This is an optimization exercise on Yosys and OpenROAD, whose aim is small area and a short achievable clock period, not a production implementation. RTL that was checked went through simulation tests only; none was proved equivalent to the original.

==> flow/design.v (excerpt) <==
module link_engine (
    input  wire        clk,
    input  wire        role,           
    input  wire        op_valid,
    input  wire [11:0] op,
    output wire        op_ready,
    output reg         rsp_ok,
    output reg  [7:0]  rsp_data,
    output reg         line_req_out,
    output reg         line_dc_out
);
For scale: about 2100 cells after synthesis, roughly 900 flip-flops, ~27 I/O pins, ~33000 µm² of cells after synthesis.
==> module link_engine, before the edit <==
module link_engine (
    input  wire        clk,
    input  wire        role,           
    input  wire        op_valid,
    input  wire [11:0] op,
    output wire        op_ready,
    output reg         rsp_ok,
    output reg  [7:0]  rsp_data,
    output reg         line_req_out,
    output reg         line_dc_out
);
    localparam integer N = 50;
    localparam [2:0] S_IDLE = 3'd0,    
                     S_RS   = 3'd1,    
                     S_RC   = 3'd2,    
                     S_RCA  = 3'd3,    
                     S_RDY  = 3'd4,    
                     S_DTX  = 3'd5,    
                     S_DCF  = 3'd6,    
                     S_DCA  = 3'd7;    
    assign op_ready = 1'b1;
    reg [2:0]     ls;
    reg [8*N-1:0] txm;                  
    reg [8*N-1:0] rxm;
    reg [4:0]     tx_wh, rx_wh;         
    reg [9:0]     tx_wl, rx_wl;         
    reg [4:0]     tx_rh, rx_rh;         
    reg [9:0]     tx_rl, rx_rl;         
    reg           tx_ne, tx_full, rx_ne, rx_full;
    reg [2:0]     tx_idx, rx_idx;
    reg [7:0]     tx_byte;              
    reg [6:0]     rx_sh;                
    wire [7:0] tx_head, rx_head;
    wire       tx_wr_to_rd, tx_rd_to_wr, rx_wr_to_rd, rx_rd_to_wr;
    wire [4:0] tx_whf = tx_wh | {5{tx_full}};
    wire [4:0] rx_whf = rx_wh | {5{rx_full}};
    genvar s;
    generate
        for (s = 0; s < N; s = s + 1) begin : g_slot
            always @(posedge clk) begin
                if (!(tx_whf[s / 10] | tx_wl[s % 10]))
                    txm[8*s +: 8] <= op[7:0];
                if (!(rx_whf[s / 10] | rx_wl[s % 10]))
                    rxm[8*s +: 8] <= {op[0], rx_sh};
            end
        end
    endgenerate
    le_head_mux tx_mux (.rh(tx_rh), .rl(tx_rl), .m(txm), .head(tx_head));
    le_head_mux rx_mux (.rh(rx_rh), .rl(rx_rl), .m(rxm), .head(rx_head));
    le_ptr_cmp tx_cmp (.wh(tx_wh), .wl(tx_wl), .rh(tx_rh), .rl(tx_rl),
                       .wr_next_is_rd(tx_wr_to_rd), .rd_next_is_wr(tx_rd_to_wr));
    le_ptr_cmp rx_cmp (.wh(rx_wh), .wl(rx_wl), .rh(rx_rh), .rl(rx_rl),
                       .wr_next_is_rd(rx_wr_to_rd), .rd_next_is_wr(rx_rd_to_wr));
    wire tx_pending = (tx_idx != 3'd7) || tx_ne;
    wire is_init  = op_valid && (op[11:8] == 4'b0000);
    wire is_send  = op_valid && (op[11:8] == 4'b0001);
    wire is_recv  = op_valid && (op[11:8] == 4'b0010);
    wire is_avail = op_valid && (op[11:8] == 4'b0011);
    wire ev_rqf   = op_valid && (op[11:8] == 4'b1000);
    wire ev_rqr   = op_valid && (op[11:8] == 4'b1001);
    wire ev_dcf   = op_valid && (op[11:8] == 4'b1010);
    wire ev_dcr   = op_valid && (op[11:8] == 4'b1011);
    wire t1 = ev_dcf && ls == S_RS;
    wire t2 = ev_dcr && ls == S_RCA;
    wire t3 = ev_dcf && ls == S_DTX;
    wire t4 = ev_dcr && ls == S_DCA;
    wire t5 = ev_rqf && ls == S_IDLE;
    wire t6 = ev_rqf && ls == S_RS && role;
    wire t7 = ev_rqr && ls == S_RC;
    wire t8 = ev_rqf && ls == S_RDY;
    wire t9 = ev_rqr && ls == S_DCF;
    wire tx_enq = is_send && !tx_full;
    wire tx_deq = t2 && tx_idx == 3'd7 && tx_ne;
    wire rx_enq = t8 && rx_idx == 3'd6 && !rx_full;
    wire rx_deq = is_recv && rx_ne;
    wire [2:0] tx_idx_inc = tx_idx + 3'd1;
    wire       tx_bit = (tx_idx == 3'd7) ? (tx_ne && tx_byte[0]) : tx_byte[tx_idx_inc];
    always @(posedge clk) begin
        rsp_ok   <= is_init || tx_enq || ((is_recv || is_avail) && rx_ne);
        rsp_data <= rx_deq ? rx_head : 8'h00;
        if (is_init) begin
            ls           <= S_IDLE;
            line_req_out <= 1'b1;
            line_dc_out  <= 1'b1;
        end else if (tx_enq && !tx_ne && ls == S_IDLE) begin
            ls           <= S_RS;
            line_req_out <= 1'b0;
        end else if (t1) begin
            ls           <= S_RCA;
            line_req_out <= 1'b1;
        end else if (t2) begin
            ls           <= S_DTX;
            line_req_out <= 1'b0;
            line_dc_out  <= tx_bit;
        end else if (t3) begin
            ls           <= S_DCA;
            line_req_out <= 1'b1;
            line_dc_out  <= 1'b1;
        end else if (t5 || t6) begin
            ls           <= S_RC;
            line_req_out <= 1'b1;
            line_dc_out  <= 1'b0;
        end else if (t7) begin
            ls           <= S_RDY;
            line_dc_out  <= 1'b1;
        end else if (t8) begin
            ls           <= S_DCF;
            line_dc_out  <= 1'b0;
        end else if (t4 || t9) begin
            line_dc_out  <= 1'b1;
            if (tx_pending) begin
                ls           <= S_RS;
                line_req_out <= 1'b0;
            end else begin
                ls           <= S_IDLE;
            end
        end
        if (is_init) begin
            tx_ne   <= 1'b0;
            tx_full <= 1'b0;
            tx_idx  <= 3'd7;
        end else if (tx_enq) begin
            tx_ne   <= 1'b1;
            tx_full <= tx_wr_to_rd;
        end else if (t2) begin
            if (tx_idx != 3'd7)
                tx_idx <= tx_idx_inc;
            else if (tx_ne) begin
                tx_idx  <= 3'd0;
                tx_full <= 1'b0;
                tx_ne   <= !tx_rd_to_wr;
            end
        end
        if (tx_idx == 3'd7)
            tx_byte <= tx_ne ? tx_head : op[7:0];
        if (is_init) begin
            rx_ne   <= 1'b0;
            rx_full <= 1'b0;
            rx_idx  <= 3'd7;
        end else if (t8) begin
            rx_idx <= rx_idx + 3'd1;
            if (rx_enq) begin
                rx_ne   <= 1'b1;
                rx_full <= rx_wr_to_rd;
            end
        end else if (rx_deq) begin
            rx_full <= 1'b0;
            rx_ne   <= !rx_rd_to_wr;
        end
        if (t8)
            rx_sh <= {op[0], rx_sh[6:1]};
        if (is_init) begin
            tx_wl <= 10'h3FE;  tx_wh <= 5'h1E;
            tx_rl <= 10'h001;  tx_rh <= 5'h01;
            rx_wl <= 10'h3FE;  rx_wh <= 5'h1E;
            rx_rl <= 10'h001;  rx_rh <= 5'h01;
        end else begin
            if (tx_enq) begin
                tx_wl <= {tx_wl[8:0], tx_wl[9]};
                if (!tx_wl[9]) tx_wh <= {tx_wh[3:0], tx_wh[4]};
            end
            if (tx_deq) begin
                tx_rl <= {tx_rl[8:0], tx_rl[9]};
                if (tx_rl[9]) tx_rh <= {tx_rh[3:0], tx_rh[4]};
            end
            if (rx_enq) begin
                rx_wl <= {rx_wl[8:0], rx_wl[9]};
                if (!rx_wl[9]) rx_wh <= {rx_wh[3:0], rx_wh[4]};
            end
            if (rx_deq) begin
                rx_rl <= {rx_rl[8:0], rx_rl[9]};
                if (rx_rl[9]) rx_rh <= {rx_rh[3:0], rx_rh[4]};
            end
        end
    end
endmodule
==> flow/config.mk <==
export PLATFORM = sky130hd
export DESIGN_NAME = link_engine
export DESIGN_NICKNAME = link_engine
export VERILOG_FILES = /design/flow/design.v
export SDC_FILE = /design/flow/constraint.sdc
export NUM_CORES = 4
export LEC_CHECK = 0
export CAP_MARGIN = 20
export CORE_MARGIN = 2
export CORE_UTILIZATION = 70
export CTS_BUF_LIST = sky130_fd_sc_hd__clkbuf_16
export CTS_CLUSTER_DIAMETER = 80
export CTS_CLUSTER_SIZE = 30
export SETUP_SLACK_MARGIN = 2.8
export SLEW_MARGIN = 20
export SYNTH_HIERARCHICAL = 1
export SYNTH_MINIMUM_KEEP_SIZE = 0
==> flow/constraint.sdc <==
create_clock -name core_clock -period 5.0 [get_ports {clk}]
set_input_delay 1.0000 -clock core_clock [delete_from_list [all_inputs] [get_ports {clk}]]
set_output_delay 1.0000 -clock core_clock [all_outputs]
set_load 0.01 [all_outputs]
standard.sh (not shown) runs the stock make flow with config.mk's settings and CLKGATE_MAP_FILE= SYNTH_SCRIPT=/design/flow/synth_recipe.tcl, a recipe that flattens the netlist after the stock synthesis.
==> flow/flow/run.sh <==
#!/bin/bash
# Standard ORFS layout, with the port buffers made from buf_4 cells instead
# of the buffer that buffer_ports picks by default.
set -euo pipefail
bash standard.sh "BUFFER_PORTS_ARGS=-buffer_cell sky130_fd_sc_hd__buf_4" finish > orfs_make.log 2>&1
The starting point finished clean.
Edit:
--- a/flow/design.v
+++ b/flow/design.v
@@ -30,19 +30,17 @@
     reg [2:0]     tx_idx, rx_idx;
     reg [7:0]     tx_byte;              
     reg [6:0]     rx_sh;                
     wire [7:0] tx_head, rx_head;
     wire       tx_wr_to_rd, tx_rd_to_wr, rx_wr_to_rd, rx_rd_to_wr;
-    wire [4:0] tx_whf = tx_wh | {5{tx_full}};
-    wire [4:0] rx_whf = rx_wh | {5{rx_full}};
     genvar s;
     generate
         for (s = 0; s < N; s = s + 1) begin : g_slot
             always @(posedge clk) begin
-                if (!(tx_whf[s / 10] | tx_wl[s % 10]))
+                if (!tx_full && !(tx_wh[s / 10] | tx_wl[s % 10]))
                     txm[8*s +: 8] <= op[7:0];
-                if (!(rx_whf[s / 10] | rx_wl[s % 10]))
+                if (!rx_full && !(rx_wh[s / 10] | rx_wl[s % 10]))
                     rxm[8*s +: 8] <= {op[0], rx_sh};
             end
         end
     endgenerate
     le_head_mux tx_mux (.rh(tx_rh), .rl(tx_rl), .m(txm), .head(tx_head));
Result: The changed run produced a clean layout; clock-buffer cell count fell by 2; core utilization rose by 0.70 points; area after synthesis barely changes; cell area rose slightly; global-route usage fell by 0.17 points; die area stays flat; wire length fell slightly.
The RTL of the first run of this note was laid out without a check of its function.

-- separate check: timing with driven ports --
How much do the figures lean on ideal ports? The routed layouts below were timed once more, with nothing changed but the port constraints. Step 1 sets driving cells, clkbuf_16 on the clock port and buf_2 on the other inputs (assumed; they add their load-dependent delay and slew). Step 2 also shifts input and output timing later by t, the mid clock arrival at the registers, as if the neighbouring blocks saw the same clock. a / b / c = ideal / step 1 / step 2; a / b = the first two.
| run | shift t [ns] | setup slack, ns | latest minus earliest clock arrival (ns) |
|---|---|---|---|
| the first run | 0.664 | 2.765 / 2.765 / 2.188 | 0.026 / 0.026 |
| the second run | 0.645 | 2.755 / 2.755 / 2.200 | 0.029 / 0.029 |
After both steps every run listed still meets setup and hold. The setup slack of the first run, which loses most, moves by 0.000 ns with the drivers and by -0.577 ns with both steps.
